This is an optimization exercise on Yosys and OpenROAD, whose aim is small area, a short achievable clock period and few clock cycles per item, not a production implementation. Function was checked by simulation only, so behaviour that the tests miss may differ from the original. Power and IR drop assume default switching activity.

Design medusa_dsp, start of the top module:
module medusa_dsp (
    input  wire        clk,
    input  wire        rst,
    input  wire        bus_req,
    input  wire        bus_we,
    input  wire [11:0] bus_addr,
    input  wire [31:0] bus_wdata,
    output wire        bus_ack,
    output wire [31:0] bus_rdata
);
    reg signed [15:0] s_reg [0:7];
    reg        [31:0] phase [0:7];
    reg        [31:0] inc   [0:7];
    reg signed [15:0] fst   [0:3];
    reg        [11:0] fcut  [0:3];
    reg signed [15:0] ebuf  [0:15];
    reg signed [15:0] rbuf  [0:15];
    reg  [4:0]  echo_dly;      
    reg  [14:0] echo_fb;       
    reg         echo_hold;
    reg  [3:0]  echo_wr;
    reg  signed [2:0] rev_shift;   
    reg  [16:0] rev_mix;       
    reg         rev_dir;
    reg  [3:0]  rev_wr;
    reg  [5:0]  rev_rd;        
    reg  [16:0] env_depth;     
    reg  [15:0] env_atk;
    reg  [15:0] env_rel;
    reg  [21:0] env_t;
    reg  [16:0] env_val;
    reg  [4:0]  cr_bits;       
    reg  [8:0]  cr_rate;       
    reg  [7:0]  cr_cnt;
    reg  signed [15:0] cr_hold;
    reg  [31:0] pt_cur;
    reg  [31:0] pt_tgt;
    reg  [16:0] pt_glide;      
    reg  [31:0] freq;
    reg         st_ill;
    reg         st_buserr;
    integer i;
    wire        aligned = (bus_addr[1:0] == 2'b00);
    wire [31:0] w       = bus_wdata;
    wire [5:0]  op      = w[31:26];
    wire [4:0]  kk      = w[12:8];
    reg legal;
    always @(*) begin
        case (op)
            6'h00: legal = (w == 32'h0000_0000);
            6'h01: legal = ((w & 32'hFFFF_E0FF) == 32'h0400_0000) && (kk < 5'd8);
            6'h02: legal = ((w & 32'hFC7F_E0FF) == 32'h0800_0000) && (kk < 5'd8);
            6'h03: legal = ((w & 32'hFC7F_E0FF) == 32'h0C00_0000) && (kk < 5'd8);
            6'h04: legal = ((w & 32'hFC7F_E0FF) == 32'h1000_0000) && (kk < 5'd8);
            6'h05: legal = ((w & 32'hFC7F_E0FF) == 32'h1400_0000) && (kk < 5'd8);
            6'h06: legal = ((w & 32'hFFFE_E0FF) == 32'h1800_0000) && (kk < 5'd8);
            6'h07: legal = (w == 32'h1C00_0000);
            6'h08: legal = ((w & 32'hFC0F_FFFF) == 32'h2000_0000);
  ...
For scale: ~81 I/O pins, about 120000 sq um of cells after synthesis.
Settings: LEC_CHECK=0, CAP_MARGIN=20, CORE_MARGIN=2, CORE_UTILIZATION=60, CTS_CLUSTER_DIAMETER=70, CTS_CLUSTER_SIZE=24, SLEW_MARGIN=20, SYNTH_HIERARCHICAL=1, TNS_END_PERCENT=5; clock period 15.0 ns.
standard.sh (not shown) runs the stock make flow with config.mk's settings and CLKGATE_MAP_FILE= SYNTH_SCRIPT=/design/flow/synth_recipe.tcl, a recipe that flattens the netlist after the stock synthesis.
==> flow/flow/run.sh <==
#!/bin/bash
# Layout: the standard flow (standard.sh) unchanged, except that timing repair aims
# for 7.5 ns of setup slack beyond the constraint. Output of the flow: standard.log here,
# and each step's own log under orfs/logs/.
set -euo pipefail
bash standard.sh SETUP_SLACK_MARGIN=7.5 finish > standard.log 2>&1
The first run passed the timing, DRC and antenna checks.
Testbench counts at the start, summed over its fixed seeds: cycles 66,281, accesses 56,468.
Next try:
--- a/flow/design.v
+++ b/flow/design.v
@@ -661,14 +661,13 @@
         x2_y32k <= my32k;
         x2_base <= mbase;
         x3_wi   <= echo_wr;
         echo_f  <= prod[33:15];
         x3_base <= x2_base;
     end
-    wire               s_we   = s_w1 || x_mul;
-    wire        [15:0] s_wd   = rst ? 16'd0 : x_mul ? x2_sv : s_v1;
+    wire        [15:0] s_wd1  = rst ? 16'd0 : s_v1;
     wire        [31:0] ph_sum;
     medusa_add32 u_phadd (.a(ph), .b(ic), .s(ph_sum));
     wire        [31:0] ph_wd  = rst ? 32'd0 : r_osc ? d : ph_sum;
     wire               ic_bus = r_osc && ir_a[0];
     wire        [31:0] ic_wd  = rst ? 32'd0 : ic_bus ? d : f_q;
     wire               ft_bus = r_fst;
@@ -677,13 +676,14 @@
     wire               eb_clr = rst || (x_go && c_uclr && (xk4 == 2'd0));
     wire        [15:0] eb_wd  = eb_clr ? 16'd0 : echo_in;
     wire               rb_clr = rst || (x_go && c_uclr && (xk4 == 2'd1));
     wire        [15:0] rb_wd  = rb_clr ? 16'd0 : sa;
     always @(posedge clk) begin
         for (i = 0; i < 8; i = i + 1) begin
-            if (rst || (s_we && s_i1 == i))   s_reg[i] <= s_wd;
+            if (rst || (s_w1 && s_i1 == i))   s_reg[i] <= s_wd1;
+            else if (x_mul && xrd == i)       s_reg[i] <= x2_sv;
             if (rst || (x_go && c_osc && xk8 == i) || (r_osc && !ir_a[0] && ir_a[3:1] == i))
                 phase[i] <= ph_wd;
             if (rst || (fp_put && fp_k == i) || (ex_ftoi && ftoi_ok && xk8 == i) || (ic_bus && ir_a[3:1] == i))
                 inc[i] <= ic_wd;
         end
         for (i = 0; i < 4; i = i + 1) begin
Result:
- The new run finished with timing, DRC and antenna clean
- utilization fell by 1.1 points
- design area falls slightly
- critical path depth fell by 4
- clock skew came out lower by 4.8 ps
- sequential power rose by about a fifth
- flip-flop and latch count is unchanged
- worst hold slack gets worse by 43 ps
Testbench counts after the change, summed over its fixed seeds: cycles 66,281, accesses 56,468.

Another version of the RTL of medusa_dsp (not shown whole).
For scale: ~12,000 cells after synthesis, about 120,000 µm² of cells after synthesis.
Settings: LEC_CHECK=0, CAP_MARGIN=20, CORE_MARGIN=2, CORE_UTILIZATION=60, CTS_CLUSTER_DIAMETER=70, CTS_CLUSTER_SIZE=24, SLEW_MARGIN=20, SYNTH_HIERARCHICAL=1, TNS_END_PERCENT=5; clock period 15.0 ns.
Scripts as last shown in full above: flow/flow/run.sh
Testbench counts at the start, summed over its fixed seeds: cycles 66,281, accesses 56,468.
Next try:
--- a/flow/design.v
+++ b/flow/design.v
@@ -129,17 +129,17 @@
     wire r_ptcur = r_wr && (ir_a == 10'h028);
     wire r_pttgt = r_wr && (ir_a == 10'h029);
     wire r_ptgl  = r_wr && (ir_a == 10'h02A);
     wire r_freq  = r_wr && (ir_a == 10'h02B);
     wire ex_pstep = x_go && c_pstep;
     wire ex_env   = x_go && c_env;
     wire ex_uclr2 = x_go && c_uclr && (xk4 == 2'd2);
     wire        [2:0]  sa_i = xra;
-    reg         [2:0]  ph_i;
+    wire        [2:0]  ph_i = ir_valid ? xk8 : rd_a[3:1];
     wire signed [15:0] sa = s_reg[sa_i];
     wire        [31:0] ph = phase[ph_i];
     wire        [31:0] ic = inc[ph_i];
     wire signed [15:0] saw_v = $signed({1'b0, ph[31:17]}) - 16'sd16384;
     wire signed [15:0] sqr_v = ph[31] ? -16'sd16384 : 16'sd16383;
     wire        [13:0] tri_f = ph[29:16];
     reg  signed [15:0] tri_v;
     always @(*) begin
@@ -611,18 +611,16 @@
             12'h0A4: rd_reg = pt_tgt;
             12'h0A8: rd_reg = {15'd0, pt_glide};
             12'h0AC: rd_reg = freq;
             default: rd_reg = rd_arr;
         endcase
     end
     always @(posedge clk) begin
         rd_a      <= bus_addr[11:2];
-        if (issue)                      ph_i <= w[10:8];
-        else if (!(ir_valid && !x_go))  ph_i <= bus_addr[5:3];
         rd_g_ph   <= (bus_addr[11:6] == 6'b0001_00) && !bus_addr[2];
         rd_g_ic   <= (bus_addr[11:6] == 6'b0001_00) &&  bus_addr[2];
         rd_g_fst  <= (bus_addr[11:4] == 8'h20);
         rd_g_fcut <= (bus_addr[11:4] == 8'h28);
         if (rst) rd_cap <= 1'b0;
         else     rd_cap <= bus_req && !bus_we && aligned && !rd_s_addr && !bus_ack;
     end
     medusa_rdout u_rdout (
Final cell count climbs slightly.
Power is higher slightly.
Clock power is lower slightly.
Wire length goes down by a few percent.
Flip-flop and latch count drops by 3.
Clock-buffer cell count grows by 2.
Sequential share of layout area hardly moves.
Testbench counts after the change, summed over its fixed seeds: cycles 66,281, accesses 56,468.

-- afterwards: timing with drivers on the ports --
No port has a modelled driver above. Below, the same layouts with a new extraction and two added sets of constraints.
Step 1: set_driving_cell puts a clkbuf_16 on clk and a buf_2 on each other input, an assumption about the parent block.
Step 2 adds t to the input delays and takes it off the output delays; t is the mean of the earliest and latest rising clock arrival at the registers after step 1. Input paths then give back, and output paths get back, about the clock's delay inside the block.
a / b / c = ideal / step 1 / step 2; a / b = the first two.
run | shift t [ns] | setup WS [ns] | worst setup path at the end
the first run of note 1 | 0.988 | 7.055 / 6.954 / 6.699 | input to register
the second run of note 1 | 0.964 | 7.044 / 6.751 / 6.751 | input to output
the first run of note 2 | 0.953 | 6.977 / 6.873 / 6.633 | input to register
the second run of note 2 | 0.943 | 7.116 / 7.013 / 6.469 | input to register
After both steps every run listed still meets setup and hold. For the second run of note 2, which loses most, drivers alone change the setup slack by -0.103 ns; drivers and shift together by -0.647 ns.
